Context: an optimization exercise on an open-source flow, tuned for small area. The choices shown serve that exercise and are no tape-out recipe.
Only simulation tests tie the RTL to the original design; equivalence was not proved.
No activity file was given, so power comes from the tool's default toggle rates.

===== design/flow/design.v =====
module pcf2127_rrc (
    input  wire        clk,
    input  wire        rst,
    input  wire        cmd_valid,
    input  wire [55:0] cmd_word,
    output wire        busy,
    output reg         done,
    output reg  [2:0]  status,
    output reg         bus_init,
    output reg  [7:0]  bus_selid,
    output reg         sel,
    output wire        xfer_req,
    output wire        xfer_rd,
    output wire [7:0]  xfer_txd,
    input  wire        xfer_ack,
    input  wire        xfer_err,
    input  wire [7:0]  xfer_rxd,
    output wire        diag_valid,
    output wire [4:0]  diag_idx,
    output wire [7:0]  diag_val,
    output reg  [7:0]  t_second,
    output reg  [7:0]  t_minute,
    output reg  [7:0]  t_hour,
    output reg  [7:0]  t_day,
    output reg  [7:0]  t_weekday,
    output reg  [7:0]  t_month,
    output reg  [7:0]  t_year
);
    localparam [2:0] S_IDLE  = 3'd0;
    localparam [2:0] S_START = 3'd1;    
    localparam [2:0] S_ADDR  = 3'd2;    
    localparam [2:0] S_DATA  = 3'd3;    
    localparam [2:0] S_SLOT  = 3'd4;    
    localparam [2:0] S_WAIT  = 3'd5;    
    localparam [2:0] S_WALK  = 3'd6;    
    localparam [2:0] K_END  = 3'd0;
    localparam [2:0] K_RD   = 3'd1;
    localparam [2:0] K_WR   = 3'd2;
    localparam [2:0] K_WAIT = 3'd3;
    localparam [2:0] K_WALK = 3'd4;
    reg  [207:0] ring;
    reg  [2:0]   state;
    reg  [2:0]   step;
    reg  [3:0]   opc;
    reg  [4:0]   k;
    reg  [4:0]   pos;
    reg  [7:0]   tx;
    reg          inited;
    wire [7:0] r0  = ring[7:0];
    wire [7:0] r17 = ring[143:136];
    wire [7:0] r18 = ring[151:144];
    wire [7:0] r19 = ring[159:152];
    function [4:0] add4;
        input [3:0] a, b;
        input       ci;
        integer i;
        reg c;
        begin
            c = ci;
            for (i = 0; i < 4; i = i + 1) begin
                add4[i] = a[i] ^ b[i] ^ c;
                c = (a[i] & b[i]) | (c & (a[i] ^ b[i]));
            end
            add4[4] = c;
        end
    endfunction
    function [3:0] inc4;
        input [3:0] a;
        input       ci;
        integer i;
        reg c;
        begin
            c = ci;
            for (i = 0; i < 4; i = i + 1) begin
                inc4[i] = a[i] ^ c;
                c = a[i] & c;
            end
        end
    endfunction
    function [4:0] inc5;
        input [4:0] a;
        integer i;
        reg c;
        begin
            c = 1'b1;
            for (i = 0; i < 5; i = i + 1) begin
                inc5[i] = a[i] ^ c;
                c = a[i] & c;
            end
        end
    endfunction
    function le8;                        
        input [7:0] a, b;
        integer i;
        reg lt, eq;
        begin
            lt = 1'b0;
            eq = 1'b1;
            for (i = 7; i >= 0; i = i - 1) begin
                lt = lt | (eq & ~a[i] & b[i]);
                eq = eq & ~(a[i] ^ b[i]);
            end
            le8 = lt | eq;
        end
    endfunction
    function ge4;                        
        input [3:0] a, b;
        integer i;
        reg gt, eq;
        begin
            gt = 1'b0;
            eq = 1'b1;
            for (i = 3; i >= 0; i = i - 1) begin
                gt = gt | (eq & a[i] & ~b[i]);
                eq = eq & ~(a[i] ^ b[i]);
            end
            ge4 = gt | eq;
        end
    endfunction
    wire [7:0] c_opc = cmd_word[55:48];
    reg        c_inrange;
    always @(*) begin
        case (c_opc)
            8'h05: c_inrange = le8(cmd_word[47:40], 8'd99) && le8(cmd_word[39:32], 8'd12) &&
                               le8(cmd_word[31:24], 8'd31) && le8(cmd_word[23:16], 8'd23) &&
                               le8(cmd_word[15:8], 8'd59)  && le8(cmd_word[7:0], 8'd59);
            8'h08: c_inrange = le8(cmd_word[31:24], 8'd59) && le8(cmd_word[23:16], 8'd59) &&
                               le8(cmd_word[15:8], 8'd23)  && le8(cmd_word[7:0], 8'd31);
            8'h0C: c_inrange = le8(cmd_word[15:8], 8'd59);    
            default: c_inrange = 1'b1;
        endcase
    end
    wire c_illegal = (|c_opc[7:4]) | (&c_opc[3:0]);
    wire c_init    = (c_opc == 8'h00);
    wire c_go      = !c_illegal && !c_init && inited && c_inrange;
    wire [2:0] c_code = c_illegal ? 3'd1 : c_init ? 3'd0 : !inited ? 3'd2 : 3'd3;
    reg [2:0] u_kind;
    reg [4:0] u_idx;
    reg [4:0] u_k0;
    reg [4:0] u_last;
    always @(*) begin
        u_kind = K_END;
        u_idx  = 5'h01;
        u_k0   = 5'd7;
        u_last = 5'd7;
        case (opc)
            4'h1: if (step == 3'd0) begin
                      u_kind = K_WR; u_idx = 5'h00; u_k0 = 5'd0; u_last = 5'd25;
                  end
            4'h2: case (step)
                    3'd0: begin u_kind = K_RD;   u_idx = 5'h0F; end
                    3'd1: begin u_kind = K_WR;   u_idx = 5'h0F; end
                    3'd2: begin u_kind = K_WAIT; u_k0 = 5'd0;   end
                    3'd3: begin u_kind = K_RD;   u_idx = 5'h0F; end
                    3'd4: begin u_kind = K_WR;   u_idx = 5'h0F; end
                    default: ;
                  endcase
            4'h3: case (step)
                    3'd0: begin u_kind = K_RD; u_idx = 5'h02; end
                    3'd1: begin u_kind = K_RD; u_idx = 5'h12; u_k0 = 5'd8; u_last = 5'd8; end
                    3'd2: begin u_kind = K_WR; u_idx = 5'h0F; end
                    3'd3: begin u_kind = K_WR; u_idx = 5'h02; end
                    3'd4: begin u_kind = K_WR; u_idx = 5'h12; u_k0 = 5'd8; u_last = 5'd8; end
                    default: ;
                  endcase
            4'h4: case (step)
                    3'd0: begin u_kind = K_RD;   u_idx = 5'h00; u_k0 = 5'd0; u_last = 5'd25; end
                    3'd1: begin u_kind = K_WALK;                u_k0 = 5'd0; u_last = 5'd25; end
                    default: ;
                  endcase
            4'h5: if (step == 3'd0) begin
                      u_kind = K_WR; u_idx = 5'h03; u_k0 = 5'd0; u_last = 5'd6;
                  end
            4'h6: case (step)
                    3'd0: begin u_kind = K_RD;   u_idx = 5'h03; u_k0 = 5'd0; u_last = 5'd6; end
                    3'd1: begin u_kind = K_WALK;                u_k0 = 5'd0; u_last = 5'd6; end
                    default: ;
                  endcase
            4'h7, 4'h9, 4'hB, 4'hD:
                  case (step)
                    3'd0: u_kind = K_RD;
                    3'd1: u_kind = K_WR;
                    default: ;
                  endcase
            4'h8, 4'hA:
                  case (step)
                    3'd0: u_kind = K_RD;
                    3'd1: u_kind = K_WR;
                    3'd2: begin u_kind = K_WR; u_idx = 5'h0A; u_k0 = 5'd0; u_last = 5'd4; end
                    default: ;
                  endcase
            4'hC: case (step)
                    3'd0: u_kind = K_RD;
                    3'd1: u_kind = K_WR;
                    3'd2: begin u_kind = K_RD; u_idx = 5'h10; u_k0 = 5'd8; u_last = 5'd8; end
                    3'd3: begin u_kind = K_WR; u_idx = 5'h10; u_k0 = 5'd8; u_last = 5'd9; end
                    default: ;
                  endcase
            4'hE: case (step)
                    3'd0: u_kind = K_RD;
                    3'd1: u_kind = K_WR;
                    3'd2: begin u_kind = K_WR; u_idx = 5'h10; u_k0 = 5'd0; u_last = 5'd1; end
                    default: ;
                  endcase
            default: ;
        endcase
    end
    wire u_rd    = (u_kind == K_RD);
    wire u_lastk = (k == u_last);
    wire u_rev   = (opc == 4'h8) && (step == 3'd2);
    wire hit     = (pos == {k[4:2], k[1:0] ^ {2{u_rev}}});
    wire [4:0] k_inc    = inc5(k);
    wire [2:0] step_inc = {step[2] ^ (step[1] & step[0]), step[1] ^ step[0], ~step[0]};
    function [3:0] add3;
        input [3:0] x;
        add3 = {x[3] | (x[2] & (x[1] | x[0])),
                (x[2] & ~x[1] & ~x[0]) | (x[3] & x[0]),
                (~x[3] & ~x[2] & x[1]) | (x[2] & x[1] & x[0]) | (x[3] & ~x[0]),
                (~x[3] & ~x[2] & x[0]) | (x[2] & x[1] & ~x[0]) | (x[3] & ~x[0])};
    endfunction
    wire [3:0] bc1 = add3({1'b0, r0[6:4]});
    wire [3:0] bc2 = add3({bc1[2:0], r0[3]});
    wire [3:0] bc3 = add3({bc2[2:0], r0[2]});
    wire [3:0] bc4 = add3({bc3[2:0], r0[1]});
    wire [7:0] bcd = {bc1[3], bc2[3], bc3[3], bc4[3], bc4[2:0], r0[0]};
    wire [4:0] fb_s    = add4(r0[7:4], {1'b0, r0[3:1]}, 1'b0);      
    wire [4:0] fb_t    = add4(r0[7:4], {1'b0, fb_s[4:2]}, 1'b0);
    wire [7:0] frombcd = {fb_t[4:0], fb_s[1:0], r0[0]};
    wire       cdt_le60_a = (r19[5:0] == 6'd0) && le8(r18, 8'd60);
    wire       cdt_le60_b = (r18[5:0] == 6'd0) && le8(r17, 8'd60);
    wire [3:0] dd2 = r18[5:2];
    wire [3:0] dd1 = {r18[1:0], r17[7:6]};
    wire [3:0] dd0 = r17[5:2];
    wire       dc1 = ge4(dd2, ~dd1);                  
    wire [3:0] dr2 = add4(dd2, dd1, dc1);             
    wire [3:0] dq1 = inc4(dd2, dc1);
    wire       dc2 = ge4(dr2, ~dd0);                  
    wire [3:0] dq0 = inc4(dr2, dc2);
    wire [7:0] cdt_ticks = cdt_le60_b ? r17 : {dq1, dq0};
    reg [7:0] am, om;
    reg       use_bcd;
    always @(*) begin
        am = 8'hFF;
        om = 8'h00;
        use_bcd = 1'b0;
        case (opc)
            4'h1: begin
                am = 8'h00;
                om[0] = (k == 5'd6) || (k == 5'd8) || (k == 5'd15) || (k == 5'd16) ||
                        (k == 5'd22) || (k == 5'd23);
                om[1] = (k == 5'd7) || (k == 5'd15) || (k == 5'd16);
                om[2] = (k == 5'd7) || (k == 5'd15);
                om[3] = (k == 5'd25);
                om[6] = (k == 5'd18);
                om[7] = (k == 5'd10) || (k == 5'd11) || (k == 5'd12) || (k == 5'd13) || (k == 5'd14);
            end
            4'h2: if (step[2]) am = ~8'h20; else om = 8'h20;
            4'h3: case (step)
                    3'd2: begin am = 8'h00; om = 8'h07; end
                    3'd3: om = 8'hE0;
                    default: om = 8'h40;
                  endcase
            4'h5: begin use_bcd = 1'b1; if (k == 5'd4) am = 8'h00; end
            4'h7: om = 8'h02;
            4'h8: if (step == 3'd1) om = 8'h02;
                  else begin use_bcd = 1'b1; if (k == 5'd4) begin am = 8'h00; om = 8'h80; end end
            4'h9: am = ~8'h10;
            4'hA: if (step == 3'd1) am = ~8'h02; else begin am = 8'h00; om = 8'h80; end
            4'hB: om = 8'h01;
            4'hC: if (step == 3'd1) om = 8'h01;
                  else if (!k[0]) begin am = ~8'hC3; om = {7'b0100001, ~cdt_le60_a}; end
                  else begin am = 8'h00; om = cdt_ticks; end
            4'hD: am = ~8'h08;
            4'hE: if (step == 3'd1) am = ~8'h01;
                  else begin am = 8'h00; om = k[0] ? 8'h00 : 8'h03; end
            default: ;
        endcase
    end
    wire [7:0] wdata = ((use_bcd ? bcd : r0) & am) | om;
    assign busy       = (state != S_IDLE);
    assign xfer_req   = (state == S_ADDR) || (state == S_DATA);
    assign xfer_rd    = (state == S_DATA) && u_rd;
    assign xfer_txd   = tx;
    assign diag_valid = (state == S_WALK) && !opc[1] && hit;
    assign diag_idx   = k;
    assign diag_val   = r0;
    wire accept = (state == S_IDLE) && cmd_valid;
    wire [7:0] tail = (state == S_SLOT && u_rd && hit) ? tx : r0;
    always @(posedge clk) begin
        ring <= {tail, ring[207:8]};
        if (accept) begin
            ring[7:0]   <= cmd_word[7:0];
            ring[14:8]  <= {1'b0, cmd_word[13:8]};
            ring[22:16] <= {1'b0, cmd_word[21:16]};
            ring[30:24] <= {1'b0, cmd_word[29:24]};
            ring[46:40] <= {3'b000, cmd_word[35:32]};
            ring[54:48] <= cmd_word[46:40];
        end
        pos <= (pos == 5'd25) ? 5'd0 : inc5(pos);
        if (accept)
            pos <= 5'd0;
    end
    always @(posedge clk) begin
        if (rst) begin
            state    <= S_IDLE;
            inited   <= 1'b0;
            status   <= 3'd0;
            done     <= 1'b0;
            sel      <= 1'b0;
            bus_init <= 1'b0;
        end else begin
            done     <= 1'b0;
            bus_init <= 1'b0;
            case (state)
                S_IDLE: begin
                    if (cmd_valid) begin
                        opc  <= c_opc[3:0];
                        step <= 3'd0;
                        if (c_go) begin
                            state <= S_START;
                        end else begin
                            status <= c_code;
                            done   <= 1'b1;
                            if (c_init) begin
                                bus_selid <= cmd_word[7:0];
                                bus_init  <= 1'b1;
                                inited    <= 1'b1;
                            end
                        end
                    end
                end
                S_START: begin
                    k <= u_k0;
                    case (u_kind)
                        K_RD, K_WR: begin
                            sel   <= 1'b1;
                            tx    <= {u_rd, 2'b01, u_idx};
                            state <= S_ADDR;
                        end
                        K_WAIT: state <= S_WAIT;
                        K_WALK: state <= S_WALK;
                        default: begin
                            status <= 3'd0;
                            done   <= 1'b1;
                            state  <= S_IDLE;
                        end
                    endcase
                end
                S_ADDR: begin
                    if (xfer_err) begin
                        sel    <= 1'b0;
                        status <= 3'd4;
                        done   <= 1'b1;
                        state  <= S_IDLE;
                    end else if (xfer_ack) begin
                        state <= u_rd ? S_DATA : S_SLOT;
                    end
                end
                S_SLOT: begin
                    if (hit) begin
                        if (u_rd) begin
                            if (!sel) begin
                                step  <= step_inc;
                                state <= S_START;
                            end else begin
                                k     <= k_inc;
                                state <= S_DATA;
                            end
                        end else begin
                            tx    <= wdata;
                            state <= S_DATA;
                        end
                    end
                end
                S_DATA: begin
                    if (xfer_err) begin
                        sel    <= 1'b0;
                        status <= 3'd4;
                        done   <= 1'b1;
                        state  <= S_IDLE;
                    end else if (xfer_ack) begin
                        if (u_lastk) sel <= 1'b0;
                        if (u_rd) begin
                            tx    <= xfer_rxd;
                            state <= S_SLOT;
                        end else if (u_lastk) begin
                            step  <= step_inc;
                            state <= S_START;
                        end else begin
                            k     <= k_inc;
                            state <= S_SLOT;
                        end
                    end
                end
                S_WAIT: begin
                    if (pos == 5'd0) begin
                        k <= k_inc;
                        if (k == 5'd4) begin
                            step  <= step_inc;
                            state <= S_START;
                        end
                    end
                end
                S_WALK: begin
                    if (hit) begin
                        k <= k_inc;
                        if (u_lastk) begin
                            step  <= step_inc;
                            state <= S_START;
                        end
                    end
                end
                default: state <= S_IDLE;
            endcase
        end
    end
    always @(posedge clk) begin
        if (state == S_WALK && opc[1] && hit) begin
            t_year    <= frombcd;
            t_month   <= t_year;
            t_weekday <= t_month;
            t_day     <= t_weekday;
            t_hour    <= t_day;
            t_minute  <= t_hour;
            t_second  <= t_minute;
        end
    end
endmodule

===== design/flow/flow/run.sh =====
#!/bin/bash
# The standard layout (standard.sh) with three choices made through ORFS's own variables:
#  - synthesis: the standard synthesis script, but ABC maps for area with the script in
#    flow/abc_area.script (set through a copy of ORFS's scripts folder used for synth only);
#    registers, flattening and renaming are untouched;
#  - port buffers use the smallest buffer cell (every port still gets its own buffer);
#  - the clock tree uses mid-size clock buffers in small clusters and no dummy loads.
set -euo pipefail
here=$(pwd)
rm -rf "$here/synth_scripts"
cp -r "$FLOW_HOME/scripts" "$here/synth_scripts"
cp "$here/flow/abc_area.script" "$here/synth_scripts/abc_area.script"
SCRIPTS_DIR="$here/synth_scripts" bash standard.sh synth > synth_make.log 2>&1
export BUFFER_PORTS_ARGS="-buffer_cell sky130_fd_sc_hd__buf_1"
export CTS_ARGS="-sink_clustering_enable -repair_clock_nets -dont_use_dummy_load -buf_list sky130_fd_sc_hd__clkbuf_8 -sink_clustering_size 16 -sink_clustering_max_diameter 50"
bash standard.sh > standard_make.log 2>&1

===== design/flow/flow/abc_area.script =====
strash
&get -n
&deepsyn -T 60
&put
dch -f
amap -F 4 -A 8
topo

===== design/flow/standard.sh =====
#!/bin/bash
# synth_recipe.tcl (not shown) runs the flow's synth.tcl, then flattens the netlist and writes it again
# the make line also repeats each setting of config.mk as NAME=value (left out here)
make -C /OpenROAD-flow-scripts/flow DESIGN_CONFIG=/design/flow/config.mk WORK_HOME=/design/flow/orfs CLKGATE_MAP_FILE= SYNTH_SCRIPT=/design/flow/synth_recipe.tcl "${@:-finish}"

===== design/flow/config.mk =====
export PLATFORM = sky130hd
export DESIGN_NAME = pcf2127_rrc
export DESIGN_NICKNAME = pcf2127_rrc
export VERILOG_FILES = /design/flow/design.v
export SDC_FILE = /design/flow/constraint.sdc
export NUM_CORES = 4
export LEC_CHECK = 0
export ABC_AREA = 1
export CAP_MARGIN = 20
export CORE_MARGIN = 2
export CORE_UTILIZATION = 40
export PLACE_DENSITY = 0.6
export SLEW_MARGIN = 20

===== design/flow/constraint.sdc =====
create_clock -name core_clock -period 14.0 [get_ports {clk}]
set_input_delay 2.8000 -clock core_clock [delete_from_list [all_inputs] [get_ports {clk}]]
set_output_delay 2.8000 -clock core_clock [all_outputs]
set_load 0.01 [all_outputs]

==> run notes, run 1 <==
Overall Global Routing Usage=17.33%; Resize count post-CTS=0; postcts setup bufs=0; top_reg_cell synth=dfxtp_1; P&R area growth vs syn=13.71%; slowest stage delay, CP=0.55 ns; final wirelength=23,700 µm; largest net degree at the start of global routing=57; XOR/XNOR Fraction of Synth Area=0%; Post-route DRC=0; CTS Root Cell=clkbuf_8; post-DR vias/cell=5.152; worst hold path type=flop to flop; TritonCTS Sinks=307; Max Buffers Root-to-Sink=3; drt pass-1 iters=5; wire length per cell=17.42 µm; Mapped Nets=950; Adder-Cell Fraction of Synth Area=5.179%; Worst setup EP type=output port; Setup WS pre-CTS=8.426 ns; GP Congestion=0.8890; slowest CP cell=edfxtp_1; fin crit share=43.89%; setup tns final=0 ns; Final Skew=0.08910 ns; RSZ-0062 raised after global routing=no; Mapped Area=10,200 µm²; multiplexer area fraction after synthesis=0%; Synth Area in Simple Gates=8.934%; ys async rst share=0%; max cap viols=0; pins over their slew limit=0; ant diodes=0; CP Buf/Inv Count=5; antenna violations before repair=0; Setup violations, final=0; hpwl dp=17,750 µm; pwr dens=213.6 nW/µm²; CTS tree=yes; Core Area=25,110 µm²; kind of critical path=flop to output port; Comb pwr share=25.3%; yosys warns=1; Worst Slack Setup Final=7.856 ns; DR iter-0 viols=781; Ports=164; internal power=0.001686 W; die height=163.7 µm; main combinational cell family by area after synthesis=compound AO/OA/AOI/OAI gates; top post-synthesis cells by area=dfxtp_1 (44%), edfxtp_1 (25%), ha_1 (3.8%); count of state elements after synthesis=307; share of the synthesized area in the top cell type=43.78%; Final #Nets=1,139; CTS Hold Bufs=0; vias in the first global route=6,555; Post-synth EDFFs=84; Clock power frac=17.8%; minimum clock period=6.144 ns; Util after Layout=46.17%; compound-gate portion of the synthesized area=13.50%; flop2flop setup slack=8.88 ns; Mean Syn Cell Area=12.09 µm²; library cells used by synthesis=48; net switching power=0.0007909 W; Seq pwr share=56.9%; Worst-Margin Slew=0.7817 ns; Post-Synthesis Cells=843; H-tree levels=1; FF+latch area=6987 µm²; WP data required=11.20 ns; switching portion of total power=31.93%; number of CTS-inserted buffers=29; PortBufs=163; final-report hold violation count=0; startpoint class of the critical path=flop; multi-input combinational cell area=2823 µm²; cell family with most CP delay=simple AND/OR/NAND/NOR gates; Power, Total=0.002477 W; sequential fraction of the synthesis area=68.52%; crit path cell chain=clkinv_1 -> nor2_1 -> clkinv_1 -> nor2_1 -> clkinv_1 -> nor2_1 -> clkinv_1 -> a221oi_1 -> nand3_1 -> nor2_1 -> buf_1; Cell Rows=58; Die W=163.7 µm; total number of vias=7,007; crit path max fanout=7; post-route ant nets=0; first-pass GRT wire length=35,960 µm; filler cell count=2,407; post-synth top area cell=dfxtp_1; worst skew pair latency=0.58 ns; VDD IR max=0.08375 mV; Arrival @ worst endpoint=3.34 ns; Highest Clock Rate=0.1628 GHz; CTS clock-pin slew for the worst setup and hold paths=0.09 ns; Initial Util=40.61%; layout cells sized above 1=3.301%; grt total ovfl=0; Leak=4.132 nW; relative slew slack=47.70%; status=no timing/DRC/antenna violations; Die ar.=26,780 µm²
cell usage in the layout (no fill, tap or decap), drive strengths merged, types with 5 or more instances in the layout:
master and instances:
or4 5, a211oi 7, nor3 16, a22oi 6
fa 7, o22ai 11, a21oi 38, buf 167
nand3 13, nor2b 11, nand2 32, o2111ai 5
o22a 30, dfxtp 223, o21ai 36, a221oi 5
clkinv 88, ha 31, nand4 6, nor4 12
nor2 101, a31oi 11, edfxtp 84, clkbuf 29
o221ai 6
registers in the layout, summed over array words and instances, names as in the netlist, 4 cells and up:
register,count
ring,208
bus_selid,8
t_day,8
t_hour,8
t_minute,8
t_month,8
t_second,8
t_weekday,8
t_year,8
tx,8
k,5
pos,5
opc,4
metal layers:
layer	share of wire (%)	up-vias	GRT usage, %	wire length, µm
met2	44	300	27.52	10390
li1	-	3379	-	-
met3	8.0	48	3.327	1886
met5	0	-	0	0
met4	2.3	0	5.183	547
met1	46	3280	24.10	10880
synthesized netlist by cell type, types with 3 or more instances:
cell       count
a222oi_1       3
o21bai_1       3
a221oi_1       5
nand4_1        6
or4_1          5
o21ai_0       36
fa_1           7
nor2_1       101
a2111oi_0      3
ha_1          31
nor2b_1       11
o21a_1         4
o221ai_1       6
o311ai_0       3
nor3_1        16
o22ai_1       11
a211oi_1       7
nand3_1       13
a22oi_1        6
o211ai_1       4
a21o_1         3
nor4_1        12
o31ai_1        3
nand2_1       32
or2_0          3
edfxtp_1      84
clkinv_1      88
a21oi_1       38
buf_4          8
o2111ai_1      5
a31oi_1       11
o22a_1        30
dfxtp_1      223
cell families after synthesis:
logic type                 after synthesis
DFF                                    307
and+or+nand+nor                        203
AOI/OAI and AO/OA                      198
buffers and inverters                   97
adders and majority gates               38
path summary, 6_finish.rpt:
| check | from | end | cells past startpoint |
|---|---|---|---|
| worst max register to register | ring[146] | tx[3] | 23 |
| worst min-delay path | ring[133] | ring[125] | 0 |
| worst min register to register | ring[133] | ring[125] | 0 |
| worst max-delay path | opc[3] | diag_valid | 11 |
power groups by stage:
stage	sequential [W]	combinational, W	clock (W)
finish	0.00141	0.000628	0.000441
CTS	0.00141	0.000629	0.000461
floorplan	0.00137	0.000457	0
global placement	0.00143	0.000621	0
detailed placement	0.00143	0.000624	0
global route	0.00145	0.000717	0.000493
worst reg2reg max path, delay by kind of cell, from the launching register on:
kind	cells	cell delay [ns]
fa+ha+maj	8	2.07
compound gates	11	2.01
simple gates	2	0.17
flops	1	0.47
buf+inv	2	0.14
metrics by stage:
step	instance area (µm²)	hold WS, ns	cells
detailed placement	11190	0.3121	1331
global placement	11190	0.3097	1331
finish	11590	0.2848	1360
CTS	11590	0.2875	1360
floorplan	10200	0.3096	843
global route	11590	0.2903	1360
final cells by class:
cell class                 instances  area share, %
sequential                       307          60.26
multi-input combinational        439          24.35
timing repair buffer             167          5.536
tap                              330          3.561
clock buffer                      29          3.443
inverter                          88          2.849
==> run 2, diff against run 1 <==
--- a/design/flow/design.v
+++ b/design/flow/design.v
@@ -35,2 +35,3 @@
     localparam [2:0] S_WALK  = 3'd6;    
+    localparam [2:0] S_DIV   = 3'd7;    
     localparam [2:0] K_END  = 3'd0;
@@ -40,2 +41,3 @@
     localparam [2:0] K_WALK = 3'd4;
+    localparam [2:0] K_DIV  = 3'd5;
     reg  [207:0] ring;
@@ -49,4 +51,3 @@
     wire [7:0] r0  = ring[7:0];
-    wire [7:0] r17 = ring[143:136];
-    wire [7:0] r18 = ring[151:144];
+    wire [7:0] r1  = ring[15:8];
     wire [7:0] r19 = ring[159:152];
@@ -192,6 +193,7 @@
             4'hC: case (step)
-                    3'd0: u_kind = K_RD;
-                    3'd1: u_kind = K_WR;
-                    3'd2: begin u_kind = K_RD; u_idx = 5'h10; u_k0 = 5'd8; u_last = 5'd8; end
-                    3'd3: begin u_kind = K_WR; u_idx = 5'h10; u_k0 = 5'd8; u_last = 5'd9; end
+                    3'd0: u_kind = K_DIV;
+                    3'd1: u_kind = K_RD;
+                    3'd2: u_kind = K_WR;
+                    3'd3: begin u_kind = K_RD; u_idx = 5'h10; u_k0 = 5'd8; u_last = 5'd8; end
+                    3'd4: begin u_kind = K_WR; u_idx = 5'h10; u_k0 = 5'd8; u_last = 5'd9; end
                     default: ;
@@ -228,13 +230,6 @@
     wire [7:0] frombcd = {fb_t[4:0], fb_s[1:0], r0[0]};
-    wire       cdt_le60_a = (r19[5:0] == 6'd0) && le8(r18, 8'd60);
-    wire       cdt_le60_b = (r18[5:0] == 6'd0) && le8(r17, 8'd60);
-    wire [3:0] dd2 = r18[5:2];
-    wire [3:0] dd1 = {r18[1:0], r17[7:6]};
-    wire [3:0] dd0 = r17[5:2];
-    wire       dc1 = ge4(dd2, ~dd1);                  
-    wire [3:0] dr2 = add4(dd2, dd1, dc1);             
-    wire [3:0] dq1 = inc4(dd2, dc1);
-    wire       dc2 = ge4(dr2, ~dd0);                  
-    wire [3:0] dq0 = inc4(dr2, dc2);
-    wire [7:0] cdt_ticks = cdt_le60_b ? r17 : {dq1, dq0};
+    wire       cdt_le60 = (r1[5:0] == 6'd0) && le8(r0, 8'd60);
+    wire [6:0] dv_r  = {r0[5:0], tx[7]};                  
+    wire       dv_ge = dv_r[6] | (&dv_r[5:2]);             
+    wire [5:0] dv_rn = {inc4(dv_r[5:2], dv_ge), dv_r[1:0]};  
     reg [7:0] am, om;
@@ -269,5 +264,4 @@
             4'hB: om = 8'h01;
-            4'hC: if (step == 3'd1) om = 8'h01;
-                  else if (!k[0]) begin am = ~8'hC3; om = {7'b0100001, ~cdt_le60_a}; end
-                  else begin am = 8'h00; om = cdt_ticks; end
+            4'hC: if (step == 3'd2) om = 8'h01;
+                  else if (step == 3'd4 && !k[0]) begin am = ~8'hC3; om = {7'b0100001, r19[6]}; end
             4'hD: am = ~8'h08;
@@ -287,3 +281,6 @@
     wire accept = (state == S_IDLE) && cmd_valid;
-    wire [7:0] tail = (state == S_SLOT && u_rd && hit) ? tx : r0;
+    wire dv_step = (state == S_DIV) && (pos == 5'd1) && (k != 5'd8);
+    wire dv_end  = (state == S_DIV) && (pos == 5'd9) && (k == 5'd8);
+    wire [7:0] tail = ((state == S_SLOT && u_rd && hit) || dv_end) ? tx :
+                      dv_step ? {2'b01, dv_rn} : r0;
     always @(posedge clk) begin
@@ -341,2 +338,7 @@
                         K_WALK: state <= S_WALK;
+                        K_DIV: begin
+                            tx    <= r0;
+                            k     <= cdt_le60 ? 5'd8 : 5'd0;
+                            state <= S_DIV;
+                        end
                         default: begin
@@ -411,2 +413,12 @@
                     end
+                end
+                S_DIV: begin
+                    if (dv_step) begin
+                        tx <= {tx[6:0], dv_ge};
+                        k  <= k_inc;
+                    end
+                    if (dv_end) begin
+                        step  <= step_inc;
+                        state <= S_START;
+                    end
                 end
==> run 2 against run 1 <==
- via count fell by 1.3%
- non-clock buffer count did not move
- power fell by 7.1%
- still clean on timing, DRC and antenna
- global-route usage rose by 0.70 points
- clock skew rose by 0.0015 ns
- routed wire length rose by 1.9%
- count of clock-buffer cells in the layout fell by 1
- critical path depth rose by 2
- critical endpoint is now xfer_rd
- sequential power barely moved
- largest cell class unchanged
==> run notes, run 2 <==
final-report hold violation count=0 (unchanged); CTS tree=yes (unchanged); hpwl dp=18,220 µm (was 17,750 µm); Final #Nets=1,121 (was 1,139); number of CTS-inserted buffers=28 (was 29); Comb pwr share=20.9% (was 25.3%); internal power=0.001605 W (was 0.001686 W); most common cell in the netlist=dfxtp_1 (unchanged); Post-Synthesis Cells=837 (was 843); Ports=164 (unchanged); Critical Path Source=opc[1] (was opc[3]); GP Congestion=0.9958 (was 0.8890); postcts setup bufs=0 (unchanged); pins over their slew limit=0 (unchanged); CP Buf/Inv Count=5 (unchanged); slowest CP cell=edfxtp_1 (unchanged); VDD IR max=0.07496 mV (was 0.08375 mV); relative slew slack=24.18% (was 47.70%); Cell Rows=57 (was 58); Die ar.=26,260 µm² (was 26,780 µm²); startpoint class of the critical path=flop (unchanged); library cells used by synthesis=44 (was 48); Leak=4.038 nW (was 4.132 nW); vias in the first global route=6,559 (was 6,555); top_reg_cell synth=dfxtp_1 (unchanged); TritonCTS Sinks=307 (unchanged); DR iter-0 viols=491 (was 781); filler cell count=2,303 (was 2,407); Min-Delay Startpoint=ring[200] (was ring[133]); XOR/XNOR Fraction of Synth Area=0% (unchanged); cell family with most CP delay=simple AND/OR/NAND/NOR gates (unchanged); kind of critical path=flop to output port (unchanged); Overall Global Routing Usage=18.03% (was 17.33%); CTS clock-pin slew for the worst setup and hold paths=0.09 ns (about the same); final wirelength=24,140 µm (was 23,700 µm); Worst-Margin Slew=1.129 ns (was 0.7817 ns); Largest register FFs=208 (unchanged); Fin Hold WS=0.2292 ns (was 0.2848 ns); Initial Util=40.97% (was 40.61%); multiplexer area fraction after synthesis=0% (unchanged); sequential fraction of the synthesis area=69.91% (was 68.52%); layout cells sized above 1=3.421% (was 3.301%); compound-gate portion of the synthesized area=12.47% (was 13.50%); Die W=162.1 µm (was 163.7 µm); worst skew pair latency=0.59 ns (was 0.58 ns); total number of vias=6,913 (was 7,007); P&R area growth vs syn=13.90% (was 13.71%); Post-synth EDFFs=84 (unchanged); largest net degree at the start of global routing=61 (was 57); Max Buffers Root-to-Sink=3 (unchanged); Crit path top cell by count=clkinv_1; fin crit share=46.46% (was 43.89%); Adder-Cell Fraction of Synth Area=3.681% (was 5.179%); worst hold path type=flop to flop (unchanged); Core Area=24,390 µm² (was 25,110 µm²); share of the synthesized area in the top cell type=44.67% (was 43.78%); main combinational cell family by area after synthesis=compound AO/OA/AOI/OAI gates (unchanged); Synth Area in Simple Gates=9.766% (was 8.934%); Seq pwr share=60.3% (was 56.9%); Highest Clock Rate=0.1537 GHz (was 0.1628 GHz); Most flops, register=ring (unchanged); WHS Path Cells=0 (unchanged); RSZ-0062 raised after global routing=no (unchanged); grt total ovfl=0 (unchanged); Setup violations, final=0 (unchanged); Resize count post-CTS=0 (unchanged); PortBufs=163 (unchanged); drt pass-1 iters=6 (was 5); R2R depth=15 (was 23); Levels on crit path=13 (was 11); Worst setup EP type=output port (unchanged); max cap viols=0 (unchanged); commonest non-fill, non-tap cell in the layout=dfxtp_1 (unchanged); ys async rst share=0% (unchanged); Power, Total=0.002300 W (was 0.002477 W); Mean Syn Cell Area=11.94 µm² (was 12.09 µm²); Post-route DRC=0 (unchanged); setup tns final=0 ns (unchanged); switching portion of total power=30.24% (was 31.93%); H-tree levels=1 (unchanged); Clock power frac=18.8% (was 17.8%); minimum clock period=6.504 ns (was 6.144 ns); antenna violations before repair=0 (unchanged); slowest stage delay, CP=0.50 ns (was 0.55 ns); ant diodes=0 (unchanged); post-route ant nets=0 (unchanged); post-synth top area cell=dfxtp_1 (unchanged); worst flop-to-flop path startpoint=opc[3] (was ring[146]); die height=162.1 µm (was 163.7 µm); wire length per cell=17.92 µm (was 17.42 µm); Arrival @ worst endpoint=3.70 ns (was 3.34 ns); Final Skew=0.09060 ns (was 0.08910 ns); count of state elements after synthesis=307 (unchanged); commonest cells after routing, fill and taps aside=dfxtp_1 (223), buf_1 (163), nor2_1 (106), clkinv_1 (94), edfxtp_1 (84) (was dfxtp_1 (223), buf_1 (163), nor2_1 (100), clkinv_1 (88), edfxtp_1 (84)); Mapped Nets=933 (was 950); crit path max fanout=9 (was 7); first-pass GRT wire length=36,750 µm (was 35,960 µm); crit path cell chain=clkinv_1 -> nor3_1 -> clkinv_1 -> nor2_1 -> clkinv_1 -> o21ai_0 -> a221oi_1 -> a31oi_1 -> clkinv_1 -> nor2_1 -> nand2_1 -> nor2_1 -> buf_1 (was clkinv_1 -> nor2_1 -> clkinv_1 -> nor2_1 -> clkinv_1 -> nor2_1 -> clkinv_1 -> a221oi_1 -> nand3_1 -> nor2_1 -> buf_1); WP data required=11.20 ns (about the same); pwr dens=202.1 nW/µm² (was 213.6 nW/µm²); post-DR vias/cell=5.132 (was 5.152); net switching power=0.0006955 W (was 0.0007909 W); CTS Hold Bufs=0 (unchanged); top post-synthesis cells by area=dfxtp_1 (45%), edfxtp_1 (25%), nor2_1 (4.1%) (was dfxtp_1 (44%), edfxtp_1 (25%), ha_1 (3.8%)); yosys warns=1 (unchanged); CTS Root Cell=clkbuf_8 (unchanged); status=no timing/DRC/antenna violations (unchanged); Mapped Area=9993 µm² (was 10,200 µm²); top cells by count, synth=dfxtp_1 (223), nor2_1 (108), clkinv_1 (94) (was dfxtp_1 (223), nor2_1 (101), clkinv_1 (88))
-- run 2: cell count changes in the layout (fill, tap and decap cells not counted), moves of 4 or more --
cell	change
or3_1	+6
nor2_1	+6
o2111ai_1	-5
nor3_1	+5
o22a_1	-7
clkinv_1	+6
a211oi_1	-4
ha_1	-8
o21ai_0	+5
-- run 2: area by class of cell --
type                            count  area (µm²)  area share [%]
Clock buffer                       28       385.4           3.386
Inverter                           94       352.8           3.100
Multi-Input combinational cell    427        2610           22.93
Sequential cell                   307        6987           61.38
Tap cell                          324       405.4           3.562
Timing Repair Buffer              167       641.9           5.639
-- run 2: routing by layer --
metal  global-route usage [%]  vias up  share of wire, %
met2                    28.70      277                44
met4                    4.224        0               2.3
met5                        0        -                 0
met3                    4.111       40               7.6
li1                         -     3338                 -
met1                    25.16     3258                46
-- run 2: per-stage QoR --
stage,utilization [%],setup WS [ns],cells,area [µm²]
after floorplan,-,6.629,837,9993
after global placement,45.09,8.117,1319,11000
after detailed placement,45.09,8.086,1319,11000
after CTS,46.67,7.520,1347,11380
after global routing,46.67,7.116,1347,11380
final,46.67,7.496,1347,11380
-- run 2: kinds of logic (layout without fill, tap and decap cells) --
family          Yosys count  in the layout
simple gates            217            217
flops                   307            307
buf+inv                 103            289
fa+ha+maj                27             27
compound gates          183            183
-- run 2: power by group through the flow --
stage,combinational [W],sequential [W],clock (W)
after floorplan,0.000340,0.00135,0
after global placement,0.000477,0.00141,0
after detailed placement,0.000477,0.00141,0
after CTS,0.000482,0.00139,0.000454
after global routing,0.000542,0.00142,0.000486
final,0.000482,0.00139,0.000433
-- run 2: final timing paths --
check                                 end  slack [ns]
worst max-delay path              xfer_rd        7.50
worst min-delay path            ring[192]        0.23
worst min register to register  ring[192]        0.23
worst max register to register    step[1]        9.50
==> run 3, diff against run 2 <==
--- a/design/flow/design.v
+++ b/design/flow/design.v
@@ -339,3 +339,3 @@
                         K_DIV: begin
-                            tx    <= r0;
+                            tx    <= wdata;             
                             k     <= cdt_le60 ? 5'd8 : 5'd0;
--- a/design/flow/flow/run.sh
+++ b/design/flow/flow/run.sh
@@ -6,3 +6,3 @@
 #  - port buffers use the smallest buffer cell (every port still gets its own buffer);
-#  - the clock tree uses mid-size clock buffers in small clusters and no dummy loads.
+#  - the clock tree uses small clock buffers in small clusters and no dummy loads.
 set -euo pipefail
@@ -14,3 +14,3 @@
 export BUFFER_PORTS_ARGS="-buffer_cell sky130_fd_sc_hd__buf_1"
-export CTS_ARGS="-sink_clustering_enable -repair_clock_nets -dont_use_dummy_load -buf_list sky130_fd_sc_hd__clkbuf_8 -sink_clustering_size 16 -sink_clustering_max_diameter 50"
+export CTS_ARGS="-sink_clustering_enable -repair_clock_nets -dont_use_dummy_load -buf_list sky130_fd_sc_hd__clkbuf_4 -sink_clustering_size 10 -sink_clustering_max_diameter 40"
 bash standard.sh > standard_make.log 2>&1
==> run 3 against run 2 <==
- area after synthesis rose by 0.24%
- maximum frequency decreased by 8.1%
- count of clock-buffer cells in the layout rose by 15
- critical path depth decreased by 2
- register-to-register slack worse by 0.16 ns
- design area fell by 0.30%
- clock skew shrank 0.0077 ns
- final cell count increased by 0.59%
- worst hold slack gained 0.059 ns
- power decreased by 12%
- synthesized cell count down 1.2%
- via count is 2.5% higher
- largest power group unchanged
==> run notes, run 3 <==
status=no timing/DRC/antenna violations (unchanged); ys async rst share=0% (unchanged); WP data required=11.20 ns (about the same); Highest Clock Rate=0.1413 GHz (was 0.1537 GHz); Die ar.=26,330 µm² (was 26,260 µm²); sequential fraction of the synthesis area=69.75% (was 69.91%); P&R area growth vs syn=13.29% (was 13.90%); R2R depth=13 (was 15); fin crit share=50.55% (was 46.46%); hpwl dp=18,960 µm (was 18,220 µm); Post-Layout Cell Count=1,355 (was 1,347); Final Skew=0.08293 ns (was 0.09060 ns); worst hold path type=flop to flop (unchanged); total number of vias=7,084 (was 6,913); setup tns final=0 ns (unchanged); Leak=4.062 nW (was 4.038 nW); commonest non-fill, non-tap cell in the layout=dfxtp_1 (unchanged); Post-route DRC=0 (unchanged); RR Endpoint=step[2] (was step[1]); Cell Rows=57 (unchanged); WHS Path Cells=0 (unchanged); VDD IR max=0.06969 mV (was 0.07496 mV); pins over their slew limit=0 (unchanged); commonest cells after routing, fill and taps aside=dfxtp_1 (223), buf_1 (163), nor2_1 (98), clkinv_1 (84), edfxtp_1 (84) (was dfxtp_1 (223), buf_1 (163), nor2_1 (106), clkinv_1 (94), edfxtp_1 (84)); Post-synth EDFFs=84 (unchanged); Min-Delay Startpoint=ring[181] (was ring[200]); top post-synthesis cells by area=dfxtp_1 (45%), edfxtp_1 (25%), nor2_1 (3.7%) (was dfxtp_1 (45%), edfxtp_1 (25%), nor2_1 (4.1%)); post-route ant nets=0 (unchanged); most common cell in the netlist=dfxtp_1 (unchanged); flop2flop setup slack=9.34 ns (was 9.50 ns); GP Congestion=0.9739 (was 0.9958); CTS Root Cell=clkbuf_4 (was clkbuf_8); Mean Syn Cell Area=12.11 µm² (was 11.94 µm²); Final #Nets=1,128 (was 1,121); Resize count post-CTS=0 (unchanged); Max Buffers Root-to-Sink=3 (unchanged); RSZ-0062 raised after global routing=no (unchanged); drt pass-1 iters=6 (unchanged); DR iter-0 viols=603 (was 491); die height=162.3 µm (was 162.1 µm); crit path cell chain=clkinv_1 -> nor2_1 -> nand3_1 -> o311ai_0 -> clkinv_1 -> nor2_1 -> clkinv_1 -> nor2_1 -> clkinv_1 -> nor2_1 -> buf_1 (was clkinv_1 -> nor3_1 -> clkinv_1 -> nor2_1 -> clkinv_1 -> o21ai_0 -> a221oi_1 -> a31oi_1 -> clkinv_1 -> nor2_1 -> nand2_1 -> nor2_1 -> buf_1); Overall Global Routing Usage=19.16% (was 18.03%); CTS clock-pin slew for the worst setup and hold paths=0.10 ns (was 0.09 ns); minimum clock period=7.078 ns (was 6.504 ns); number of CTS-inserted buffers=43 (was 28); PortBufs=163 (unchanged); max cap viols=0 (unchanged); Worst Hold Path EP=ring[173] (was ring[192]); Worst setup EP type=output port (unchanged); Mapped Area=10,020 µm² (was 9993 µm²); antenna violations before repair=1 (was 0); Initial Util=40.95% (was 40.97%); Ports=164 (unchanged); Most flops, register=ring (unchanged); placed insts=1,311 (was 1,319); first-pass GRT wire length=38,870 µm (was 36,750 µm); worst skew pair latency=0.67 ns (was 0.59 ns); Die W=162.3 µm (was 162.1 µm); startpoint class of the critical path=flop (unchanged); Mapped Nets=923 (was 933); Worst-Margin Slew=1.067 ns (was 1.129 ns); Setup violations, final=0 (unchanged); final wirelength=25,370 µm (was 24,140 µm); pwr dens=177.9 nW/µm² (was 202.1 nW/µm²); relative slew slack=27.93% (was 24.18%); post-DR vias/cell=5.228 (was 5.132); slowest CP cell=o311ai_0 (was edfxtp_1); crit path max fanout=10 (was 9); CTS tree=yes (unchanged); count of state elements after synthesis=307 (unchanged); layout cells sized above 1=4.854% (was 3.421%); Post-Synthesis Cells=827 (was 837); H-tree levels=2 (was 1); wire length per cell=18.72 µm (was 17.92 µm); kind of critical path=flop to output port (unchanged); slowest stage delay, CP=0.91 ns (was 0.50 ns); top_reg_cell synth=dfxtp_1 (unchanged); Core Area=24,460 µm² (was 24,390 µm²); filler cell count=2,310 (was 2,303); postcts setup bufs=0 (unchanged); vias in the first global route=6,874 (was 6,559); largest net degree at the start of global routing=57 (was 61); Largest register FFs=208 (unchanged); share of the synthesized area in the top cell type=44.57% (was 44.67%); Arrival @ worst endpoint=4.28 ns (was 3.70 ns); post-synth top area cell=dfxtp_1 (unchanged); worst flop-to-flop path startpoint=opc[2] (was opc[3]); yosys warns=1 (unchanged); library cells used by synthesis=49 (was 44); CTS Hold Bufs=0 (unchanged); final-report hold violation count=0 (unchanged); top cells by count, synth=dfxtp_1 (223), nor2_1 (99), clkinv_1 (84), edfxtp_1 (84), o21ai_0 (55) (was dfxtp_1 (223), nor2_1 (108), clkinv_1 (94)); TritonCTS Sinks=307 (unchanged); grt total ovfl=0 (unchanged)
==> run 3: power breakdown <==
group / internal [W] / switching, W
combinational: 0.000129 / 0.000219
clock: 0.000141 / 0.000262
sequential: 0.00117 / 0.0000998
==> run 3: logic make-up after synthesis <==
group / count (synthesis) / synth area share [%]
compound gates: 202 / 13.91
fa+ha+maj: 27 / 3.672
buf+inv: 93 / 3.785
flops: 307 / 69.75
simple gates: 198 / 8.881
==> run 3: worst max path at each step <==
stage / startpoint / endpoint / slack, ns / depth (start not counted)
floorplan: step[0] / xfer_rd / 8.51 / 13
global placement: opc[2] / xfer_rd / 7.68 / 11
detailed placement: opc[2] / xfer_rd / 7.63 / 11
CTS: opc[2] / xfer_rd / 6.92 / 11
global route: opc[2] / xfer_rd / 6.53 / 11
finish: opc[2] / xfer_rd / 6.92 / 11
==> run 3: through the flow <==
step / hold slack (ns) / utilization (%) / setup WS (ns) / cell area, µm² / total power [W]
after floorplan: 0.3096 / - / 8.512 / 10020 / 0.001489
after global placement: 0.3098 / 45.06 / 7.679 / 11020 / 0.001634
after detailed placement: 0.3121 / 45.06 / 7.626 / 11020 / 0.001638
after CTS: 0.2918 / 46.38 / 6.923 / 11350 / 0.002051
after global routing: 0.2725 / 46.38 / 6.528 / 11350 / 0.002151
final: 0.2880 / 46.39 / 6.922 / 11350 / 0.002019
==> run 3: metal layers <==
layer | wire length, µm | share of wire, % | track usage [%]
met4 | 806 | 3.2 | 7.804
met3 | 1999 | 7.9 | 5.082
met1 | 11350 | 45 | 25.60
met2 | 11200 | 44 | 29.71
met5 | 13 | 0.051 | 0
==> run 3: final cells by class <==
class	instances	area (µm²)	area share, %
antenna	1	2.502	0.02205
clock buffer	43	322.8	2.845
inverter	84	315.3	2.778
multi-input combinational	427	2659	23.43
sequential	307	6987	61.57
tap	324	405.4	3.572
timing repair buffer	169	656.9	5.788
==> run 3: critical path, delay by kind of cell (launching register included) <==
family          cells  cell delay [ns]
flops               1             0.55
buf+inv             5             1.00
compound gates      1             0.91
simple gates        5             1.21
==> run 4, diff against run 3 <==
--- a/design/flow/design.v
+++ b/design/flow/design.v
@@ -44,3 +44,3 @@
     reg  [2:0]   state;
-    reg  [2:0]   step;
+    reg  [2:0]   step;         
     reg  [3:0]   opc;
@@ -147,3 +147,3 @@
         case (opc)
-            4'h1: if (step == 3'd0) begin
+            4'h1: if (step == 3'b000) begin
                       u_kind = K_WR; u_idx = 5'h00; u_k0 = 5'd0; u_last = 5'd25;
@@ -151,7 +151,7 @@
             4'h2: case (step)
-                    3'd0: begin u_kind = K_RD;   u_idx = 5'h0F; end
-                    3'd1: begin u_kind = K_WR;   u_idx = 5'h0F; end
-                    3'd2: begin u_kind = K_WAIT; u_k0 = 5'd0;   end
-                    3'd3: begin u_kind = K_RD;   u_idx = 5'h0F; end
-                    3'd4: begin u_kind = K_WR;   u_idx = 5'h0F; end
+                    3'b000: begin u_kind = K_RD;   u_idx = 5'h0F; end
+                    3'b001: begin u_kind = K_WR;   u_idx = 5'h0F; end
+                    3'b011: begin u_kind = K_WAIT; u_k0 = 5'd0;   end
+                    3'b111: begin u_kind = K_RD;   u_idx = 5'h0F; end
+                    3'b110: begin u_kind = K_WR;   u_idx = 5'h0F; end
                     default: ;
@@ -159,7 +159,7 @@
             4'h3: case (step)
-                    3'd0: begin u_kind = K_RD; u_idx = 5'h02; end
-                    3'd1: begin u_kind = K_RD; u_idx = 5'h12; u_k0 = 5'd8; u_last = 5'd8; end
-                    3'd2: begin u_kind = K_WR; u_idx = 5'h0F; end
-                    3'd3: begin u_kind = K_WR; u_idx = 5'h02; end
-                    3'd4: begin u_kind = K_WR; u_idx = 5'h12; u_k0 = 5'd8; u_last = 5'd8; end
+                    3'b000: begin u_kind = K_RD; u_idx = 5'h02; end
+                    3'b001: begin u_kind = K_RD; u_idx = 5'h12; u_k0 = 5'd8; u_last = 5'd8; end
+                    3'b011: begin u_kind = K_WR; u_idx = 5'h0F; end
+                    3'b111: begin u_kind = K_WR; u_idx = 5'h02; end
+                    3'b110: begin u_kind = K_WR; u_idx = 5'h12; u_k0 = 5'd8; u_last = 5'd8; end
                     default: ;
@@ -167,7 +167,7 @@
             4'h4: case (step)
-                    3'd0: begin u_kind = K_RD;   u_idx = 5'h00; u_k0 = 5'd0; u_last = 5'd25; end
-                    3'd1: begin u_kind = K_WALK;                u_k0 = 5'd0; u_last = 5'd25; end
+                    3'b000: begin u_kind = K_RD;   u_idx = 5'h00; u_k0 = 5'd0; u_last = 5'd25; end
+                    3'b001: begin u_kind = K_WALK;                u_k0 = 5'd0; u_last = 5'd25; end
                     default: ;
                   endcase
-            4'h5: if (step == 3'd0) begin
+            4'h5: if (step == 3'b000) begin
                       u_kind = K_WR; u_idx = 5'h03; u_k0 = 5'd0; u_last = 5'd6;
@@ -175,4 +175,4 @@
             4'h6: case (step)
-                    3'd0: begin u_kind = K_RD;   u_idx = 5'h03; u_k0 = 5'd0; u_last = 5'd6; end
-                    3'd1: begin u_kind = K_WALK;                u_k0 = 5'd0; u_last = 5'd6; end
+                    3'b000: begin u_kind = K_RD;   u_idx = 5'h03; u_k0 = 5'd0; u_last = 5'd6; end
+                    3'b001: begin u_kind = K_WALK;                u_k0 = 5'd0; u_last = 5'd6; end
                     default: ;
@@ -181,4 +181,4 @@
                   case (step)
-                    3'd0: u_kind = K_RD;
-                    3'd1: u_kind = K_WR;
+                    3'b000: u_kind = K_RD;
+                    3'b001: u_kind = K_WR;
                     default: ;
@@ -187,5 +187,5 @@
                   case (step)
-                    3'd0: u_kind = K_RD;
-                    3'd1: u_kind = K_WR;
-                    3'd2: begin u_kind = K_WR; u_idx = 5'h0A; u_k0 = 5'd0; u_last = 5'd4; end
+                    3'b000: u_kind = K_RD;
+                    3'b001: u_kind = K_WR;
+                    3'b011: begin u_kind = K_WR; u_idx = 5'h0A; u_k0 = 5'd0; u_last = 5'd4; end
                     default: ;
@@ -193,7 +193,7 @@
             4'hC: case (step)
-                    3'd0: u_kind = K_DIV;
-                    3'd1: u_kind = K_RD;
-                    3'd2: u_kind = K_WR;
-                    3'd3: begin u_kind = K_RD; u_idx = 5'h10; u_k0 = 5'd8; u_last = 5'd8; end
-                    3'd4: begin u_kind = K_WR; u_idx = 5'h10; u_k0 = 5'd8; u_last = 5'd9; end
+                    3'b000: u_kind = K_DIV;
+                    3'b001: u_kind = K_RD;
+                    3'b011: u_kind = K_WR;
+                    3'b111: begin u_kind = K_RD; u_idx = 5'h10; u_k0 = 5'd8; u_last = 5'd8; end
+                    3'b110: begin u_kind = K_WR; u_idx = 5'h10; u_k0 = 5'd8; u_last = 5'd9; end
                     default: ;
@@ -201,5 +201,5 @@
             4'hE: case (step)
-                    3'd0: u_kind = K_RD;
-                    3'd1: u_kind = K_WR;
-                    3'd2: begin u_kind = K_WR; u_idx = 5'h10; u_k0 = 5'd0; u_last = 5'd1; end
+                    3'b000: u_kind = K_RD;
+                    3'b001: u_kind = K_WR;
+                    3'b011: begin u_kind = K_WR; u_idx = 5'h10; u_k0 = 5'd0; u_last = 5'd1; end
                     default: ;
@@ -211,6 +211,6 @@
     wire u_lastk = (k == u_last);
-    wire u_rev   = (opc == 4'h8) && (step == 3'd2);
+    wire u_rev   = (opc == 4'h8) && (step == 3'b011);
     wire hit     = (pos == {k[4:2], k[1:0] ^ {2{u_rev}}});
     wire [4:0] k_inc    = inc5(k);
-    wire [2:0] step_inc = {step[2] ^ (step[1] & step[0]), step[1] ^ step[0], ~step[0]};
+    wire [2:0] step_inc = {step[1:0], ~step[2]};    
     function [3:0] add3;
@@ -253,4 +253,4 @@
             4'h3: case (step)
-                    3'd2: begin am = 8'h00; om = 8'h07; end
-                    3'd3: om = 8'hE0;
+                    3'b011: begin am = 8'h00; om = 8'h07; end
+                    3'b111: om = 8'hE0;
                     default: om = 8'h40;
@@ -259,11 +259,11 @@
             4'h7: om = 8'h02;
-            4'h8: if (step == 3'd1) om = 8'h02;
+            4'h8: if (step == 3'b001) om = 8'h02;
                   else begin use_bcd = 1'b1; if (k == 5'd4) begin am = 8'h00; om = 8'h80; end end
             4'h9: am = ~8'h10;
-            4'hA: if (step == 3'd1) am = ~8'h02; else begin am = 8'h00; om = 8'h80; end
+            4'hA: if (step == 3'b001) am = ~8'h02; else begin am = 8'h00; om = 8'h80; end
             4'hB: om = 8'h01;
-            4'hC: if (step == 3'd2) om = 8'h01;
-                  else if (step == 3'd4 && !k[0]) begin am = ~8'hC3; om = {7'b0100001, r19[6]}; end
+            4'hC: if (step == 3'b011) om = 8'h01;
+                  else if (step == 3'b110 && !k[0]) begin am = ~8'hC3; om = {7'b0100001, r19[6]}; end
             4'hD: am = ~8'h08;
-            4'hE: if (step == 3'd1) am = ~8'h01;
+            4'hE: if (step == 3'b001) am = ~8'h01;
                   else begin am = 8'h00; om = k[0] ? 8'h00 : 8'h03; end
==> run 4 against run 3 <==
- largest cell class unchanged
- power is 5.2% lower
- utilization is 0.29 points lower
- routed wire length is 4.6% lower
- non-clock buffer count is 3 lower
- register-to-register slack worse by 1.5 ns
- critical path type unchanged
- design area is 1.5% lower
- via count is 3.2% lower
- synthesized cell count is 2.4% lower
- die area is 1.5% lower
- worst hold slack better by 0.0095 ns
- critical path depth is 5 higher
==> run notes, run 4 <==
status=no timing/DRC/antenna violations (unchanged); post-DR vias/cell=5.143 (was 5.228); kind of critical path=flop to output port (unchanged); multi-input combinational cell area=2509 µm² (was 2659 µm²); crit path max fanout=14 (was 10); Ports=164 (unchanged); Critical Path Source=opc[1] (was opc[2]); slowest CP cell=edfxtp_1 (was o311ai_0); top_reg_cell synth=dfxtp_1 (unchanged); DR iter-0 viols=516 (was 603); wire length per cell=18.15 µm (was 18.72 µm); TritonCTS Sinks=307 (unchanged); top post-synthesis cells by area=dfxtp_1 (45%), edfxtp_1 (26%), nor2_1 (3.4%) (was dfxtp_1 (45%), edfxtp_1 (25%), nor2_1 (3.7%)); Core Area=24,250 µm² (was 24,460 µm²); Highest Clock Rate=0.1207 GHz (was 0.1413 GHz); Min-Delay Startpoint=ring[70] (was ring[181]); Post-synth EDFFs=84 (unchanged); FF+latch area=6987 µm² (unchanged); library cells used by synthesis=46 (was 49); final wirelength=24,190 µm (was 25,370 µm); die height=161.0 µm (was 162.3 µm); WP data required=11.20 ns (about the same); Die W=161.0 µm (was 162.3 µm); post-synth top area cell=dfxtp_1 (unchanged); Worst-Margin Slew=1.055 ns (was 1.067 ns); pins over their slew limit=0 (unchanged); CTS clock-pin slew for the worst setup and hold paths=0.09 ns (was 0.10 ns); fin crit share=59.19% (was 50.55%); Crit path top cell by count=nor2_1; filler cell count=2,336 (was 2,310); minimum clock period=8.287 ns (was 7.078 ns); RR Endpoint=k[1] (was step[2]); Mapped Nets=898 (was 923); most common cell in the netlist=dfxtp_1 (unchanged); flop2flop setup slack=7.88 ns (was 9.34 ns); total number of vias=6,856 (was 7,084); post-route ant nets=0 (unchanged); share of the synthesized area in the top cell type=45.26% (was 44.57%); commonest non-fill, non-tap cell in the layout=dfxtp_1 (unchanged); worst flop-to-flop path startpoint=opc[1] (was opc[2]); worst skew pair latency=0.64 ns (was 0.67 ns); setup tns final=0 ns (unchanged); startpoint class of the critical path=flop (unchanged); Post-route DRC=0 (unchanged); top cells by count, synth=dfxtp_1 (223), nor2_1 (90), clkinv_1 (87) (was dfxtp_1 (223), nor2_1 (99), clkinv_1 (84), edfxtp_1 (84), o21ai_0 (55)); RSZ-0062 raised after global routing=no (unchanged); H-tree levels=2 (unchanged); first-pass GRT wire length=37,200 µm (was 38,870 µm); Mapped Area=9864 µm² (was 10,020 µm²); yosys warns=1 (unchanged); GP Congestion=0.9285 (was 0.9739); ys async rst share=0% (unchanged); P&R area growth vs syn=13.33% (was 13.29%); Cell Rows=57 (unchanged); Initial Util=40.68% (was 40.95%); Worst setup EP type=output port (unchanged); pwr dens=171.2 nW/µm² (was 177.9 nW/µm²); WHS Path Cells=0 (unchanged); Die ar.=25,930 µm² (was 26,330 µm²); Cell Area, Placed=10,860 µm² (was 11,020 µm²); drt pass-1 iters=5 (was 6); R2R depth=16 (was 13); grt total ovfl=0 (unchanged); Overall Global Routing Usage=18.60% (was 19.16%); Max Buffers Root-to-Sink=3 (unchanged); count of state elements after synthesis=307 (unchanged); Largest register FFs=208 (unchanged); Mean Syn Cell Area=12.22 µm² (was 12.11 µm²); commonest cells after routing, fill and taps aside=dfxtp_1 (223), buf_1 (163), nor2_1 (88), clkinv_1 (87), edfxtp_1 (84) (was dfxtp_1 (223), buf_1 (163), nor2_1 (98), clkinv_1 (84), edfxtp_1 (84)); antenna violations before repair=1 (unchanged); worst hold path type=flop to flop (unchanged); max cap viols=0 (unchanged); final instance area=11,180 µm² (was 11,350 µm²); CTS Hold Bufs=0 (unchanged); hpwl dp=18,100 µm (was 18,960 µm); sequential fraction of the synthesis area=70.83% (was 69.75%); Final #Nets=1,098 (was 1,128); Post-Synthesis Cells=807 (was 827); layout cells sized above 1=4.677% (was 4.854%); final-report hold violation count=0 (unchanged); PortBufs=163 (unchanged); relative slew slack=28.99% (was 27.93%); Resize count post-CTS=0 (unchanged); Setup violations, final=0 (unchanged); number of CTS-inserted buffers=41 (was 43); vias in the first global route=6,753 (was 6,874); Arrival @ worst endpoint=5.49 ns (was 4.28 ns); Final Skew=0.04741 ns (was 0.08293 ns); CTS Root Cell=clkbuf_4 (unchanged); Most flops, register=ring (unchanged); VDD IR max=0.05747 mV (was 0.06969 mV); Leak=3.985 nW (was 4.062 nW); slowest stage delay, CP=0.71 ns (was 0.91 ns); crit path cell chain=clkinv_1 -> o22ai_1 -> a21oi_1 -> nor3_1 -> a221oi_1 -> o21ai_0 -> o22ai_1 -> nor2b_1 -> nor2_1 -> o21ai_0 -> nor2_1 -> a21oi_1 -> a2111oi_0 -> nand3_1 -> nor2_1 -> buf_1 (was clkinv_1 -> nor2_1 -> nand3_1 -> o311ai_0 -> clkinv_1 -> nor2_1 -> clkinv_1 -> nor2_1 -> clkinv_1 -> nor2_1 -> buf_1); Worst Hold Path EP=ring[62] (was ring[173]); postcts setup bufs=0 (unchanged); largest net degree at the start of global routing=57 (unchanged); CTS tree=yes (unchanged)
==> run 4: cell types whose count changed after synthesis, moves of 4 or more <==
| cell | change |
|---|---|
| nor4_1 | +4 |
| nor2_1 | -9 |
| or2_0 | +5 |
| ha_1 | -5 |
| o32ai_1 | +4 |
| o22a_1 | -5 |
| o21ai_0 | -18 |
| o211ai_1 | -4 |
==> run 4: kinds of logic after synthesis <==
| family | count (synthesis) | synth area share (%) |
|---|---|---|
| DFF | 307 | 70.83 |
| and+or+nand+nor | 195 | 8.993 |
| AOI/OAI and AO/OA | 187 | 13.13 |
| buffers and inverters | 96 | 3.957 |
| adders and majority gates | 22 | 3.095 |
==> run 4: through the flow <==
| step | power [W] | hold WS [ns] | utilization, % | setup slack, ns | cells |
|---|---|---|---|---|---|
| 2_1_floorplan | 0.001420 | 0.3096 | - | 6.930 | 807 |
| 3_3_place_gp | 0.001539 | 0.3095 | 44.79 | 6.567 | 1288 |
| 3_5_place_dp | 0.001545 | 0.3121 | 44.79 | 6.433 | 1288 |
| 4_1_cts | 0.001943 | 0.2937 | 46.06 | 5.754 | 1329 |
| 5_1_grt | 0.002030 | 0.2990 | 46.10 | 5.042 | 1333 |
| 6_report | 0.001914 | 0.2974 | 46.10 | 5.713 | 1333 |
==> run 4: layout make-up <==
class | count | area share (%)
Antenna cell | 4 | 0.08954
Clock buffer | 41 | 2.753
Inverter | 87 | 2.921
Multi-Input combinational cell | 404 | 22.44
Sequential cell | 307 | 62.50
Tap cell | 324 | 3.626
Timing Repair Buffer | 166 | 5.674
==> run 4: worst max path at each step <==
stage                   end  slack, ns
2_1_floorplan  bus_selid[0]       6.93
3_3_place_gp     diag_valid       6.57
3_5_place_dp     diag_valid       6.43
4_1_cts          diag_valid       5.75
5_1_grt          diag_valid       5.04
6_report         diag_valid       5.71
==> run 4: critical path: cells and delay by family (launching register included) <==
| kind | cells | cell delay, ns |
|---|---|---|
| AOI/OAI and AO/OA | 8 | 2.01 |
| and+or+nand+nor | 6 | 1.52 |
| DFF | 1 | 0.71 |
| buffers and inverters | 2 | 0.65 |
==> run 4: metal layers <==
layer / vias to the layer above / global-route usage, % / share of wire [%] / routed length (µm)
met5: - / 0 / 0 / 0
met4: 0 / 6.778 / 2.6 / 632
met3: 43 / 3.724 / 7.2 / 1751
met2: 306 / 29.22 / 44 / 10680
met1: 3216 / 25.70 / 46 / 11120
li1: 3291 / - / - / -
==> run 4: report_power, final <==
group,internal [W],switching (W)
Combinational,0.000110,0.000178
Sequential,0.00114,0.0000924
Clock,0.000135,0.000258
Total,0.00139,0.000527
==> run 5, diff against run 4 <==
--- a/design/flow/design.v
+++ b/design/flow/design.v
@@ -33,3 +33,2 @@
     localparam [2:0] S_SLOT  = 3'd4;    
-    localparam [2:0] S_WAIT  = 3'd5;    
     localparam [2:0] S_WALK  = 3'd6;    
@@ -39,3 +38,2 @@
     localparam [2:0] K_WR   = 3'd2;
-    localparam [2:0] K_WAIT = 3'd3;
     localparam [2:0] K_WALK = 3'd4;
@@ -153,3 +151,3 @@
                     3'b001: begin u_kind = K_WR;   u_idx = 5'h0F; end
-                    3'b011: begin u_kind = K_WAIT; u_k0 = 5'd0;   end
+                    3'b011: u_kind = K_DIV;           
                     3'b111: begin u_kind = K_RD;   u_idx = 5'h0F; end
@@ -295,3 +293,3 @@
         end
-        pos <= (pos == 5'd25) ? 5'd0 : inc5(pos);
+        pos <= (pos[4] & pos[3] & pos[0]) ? 5'd0 : inc5(pos);      
         if (accept)
@@ -336,7 +334,6 @@
                         end
-                        K_WAIT: state <= S_WAIT;
                         K_WALK: state <= S_WALK;
                         K_DIV: begin
-                            tx    <= wdata;             
-                            k     <= cdt_le60 ? 5'd8 : 5'd0;
+                            tx    <= wdata;
+                            k     <= (cdt_le60 && opc[3]) ? 5'd8 : 5'd0;
                             state <= S_DIV;
@@ -394,11 +391,2 @@
                         end
-                    end
-                end
-                S_WAIT: begin
-                    if (pos == 5'd0) begin
-                        k <= k_inc;
-                        if (k == 5'd4) begin
-                            step  <= step_inc;
-                            state <= S_START;
-                        end
                     end
==> run 5 against run 4 <==
- synthesized cell count rose by 2.6%
- global-route usage grew 0.12 points
- largest cell class unchanged
- power up 19%
- count of clock-buffer cells in the layout is the same
- critical path type unchanged
- critical path depth down 2
- combinational power up 72%
- sequential share of layout area down 0.26 points
- sequential cell count is the same
==> run notes, run 5 <==
status=no timing/DRC/antenna violations (unchanged); largest net degree at the start of global routing=57 (unchanged); Cell Rows=57 (unchanged); Overall Global Routing Usage=18.72% (was 18.60%); relative slew slack=37.46% (was 28.99%); top post-synthesis cells by area=dfxtp_1 (45%), edfxtp_1 (25%), nor2_1 (4.0%) (was dfxtp_1 (45%), edfxtp_1 (26%), nor2_1 (3.4%)); P&R area growth vs syn=13.47% (was 13.33%); GP Congestion=0.9601 (was 0.9285); vias in the first global route=6,608 (was 6,753); postcts setup bufs=0 (unchanged); pwr dens=203.0 nW/µm² (was 171.2 nW/µm²); TritonCTS Sinks=307 (unchanged); CTS Root Cell=clkbuf_4 (unchanged); Resize count post-CTS=0 (unchanged); yosys warns=1 (unchanged); RR Endpoint=t_day[5] (was k[1]); PortBufs=163 (unchanged); worst hold path type=flop to flop (unchanged); max cap viols=0 (unchanged); Die ar.=26,010 µm² (was 25,930 µm²); VDD IR max=0.07947 mV (was 0.05747 mV); die height=161.3 µm (was 161.0 µm); filler cell count=2,304 (was 2,336); Setup crit end=diag_valid (unchanged); Core Area=24,320 µm² (was 24,250 µm²); Largest register FFs=208 (unchanged); minimum clock period=7.505 ns (was 8.287 ns); crit path max fanout=15 (was 14); Final #Nets=1,124 (was 1,098); wire length per cell=18.13 µm (was 18.15 µm); final-report hold violation count=0 (unchanged); startpoint class of the critical path=flop (unchanged); met1 usage=25.58% (was 25.70%); post-synth top area cell=dfxtp_1 (unchanged); library cells used by synthesis=46 (unchanged); commonest non-fill, non-tap cell in the layout=dfxtp_1 (unchanged); Arrival @ worst endpoint=4.71 ns (was 5.49 ns); Worst setup EP type=output port (unchanged); Worst-Margin Slew=0.9144 ns (was 1.055 ns); grt total ovfl=0 (unchanged); Post-Layout Cell Count=1,356 (was 1,333); grt peak-use layer=met2 (unchanged); Post-Synthesis Cells=828 (was 807); share of the synthesized area in the top cell type=45.12% (was 45.26%); setup tns final=0 ns (unchanged); worst flop-to-flop path startpoint=opc[1] (unchanged); worst skew pair latency=0.64 ns (about the same); Leak=3.985 nW (about the same); hpwl dp=18,210 µm (was 18,100 µm)
## run 5: cell count changes after synthesis, sizes merged, moves of 4 or more
| cell | before | now |
|---|---|---|
| nor3 | 22 | 26 |
| o21ai | 37 | 47 |
| o32ai | 7 | 0 |
| a22oi | 8 | 12 |
| nor4 | 17 | 11 |
| or2 | 8 | 1 |
| a21oi | 31 | 42 |
| o22a | 26 | 21 |
| o41ai | 5 | 0 |
| or4 | 0 | 5 |
| o21a | 8 | 3 |
| nand3 | 12 | 17 |
| nor2 | 90 | 105 |
## run 5: cell families after synthesis
kind of cell               Yosys count  share of synthesized area [%]
AOI/OAI and AO/OA                  191                          12.62
adders and majority gates           23                          3.212
buffers and inverters               96                          3.945
DFF                                307                          70.61
and+or+nand+nor                    211                          9.611
## run 5: report_power, final
group	internal, W	switching, W
logic	0.000180	0.000314
clock network	0.000135	0.000257
registers	0.00125	0.000139
## run 5: metrics by stage
stage / utilization, % / instance area (µm²) / setup WS (ns) / hold slack [ns]
global placement: 44.85 / 10910 / 7.400 / 0.3095
global route: 46.16 / 11230 / 6.057 / 0.2710
CTS: 46.12 / 11220 / 6.541 / 0.2563
detailed placement: 44.85 / 10910 / 7.301 / 0.3121
finish: 46.16 / 11230 / 6.495 / 0.2873
floorplan: - / 9894 / 8.310 / 0.3096
## run 5: worst max-delay path, cell delays in order, from the launching register on
cell and delay (ns):
edfxtp_1 0.58, clkinv_1 0.47, or3_1 0.52, nor2_1 0.25, a211oi_1 0.16, nor3_1 0.34, a22oi_1 0.15, nor3_1 0.42
nor2_1 0.11, nor2_1 0.09, o21ai_0 0.13, nor3_1 0.27, clkinv_1 0.21, nor2_1 0.20, buf_1 0.18
## run 5: how the worst min path moves through the flow
stage                           end  slack (ns)      start
final                     ring[186]        0.29  ring[194]
after floorplan           ring[100]        0.31  ring[108]
after global placement    ring[166]        0.31  ring[174]
after CTS                 ring[186]        0.26  ring[194]
after detailed placement  ring[103]        0.31  ring[111]
after global routing      ring[186]        0.27  ring[194]
## run 5: per-layer routing
layer / up-vias / share of wire, %
met5: - / 0
met4: 0 / 2.1
met3: 45 / 7.0
met2: 296 / 46
met1: 3245 / 45
li1: 3365 / -
## run 5: layout make-up
class	instances	area [µm²]	area share, %
diodes	2	5.005	0.04458
clock buffers	41	307.8	2.742
inverters	87	326.6	2.909
multi-input cells	425	2531	22.55
flip-flops and latches	307	6987	62.23
well taps	324	405.4	3.611
repair buffers	170	664.4	5.918

Check on run 5: ideal ports give 6.495 ns setup slack; a clkbuf_16 on the clock port and buf_2 on the inputs give 6.454 ns; moving port delays by the midpoint clock arrival (0.645 ns) as well gives 7.099 ns.
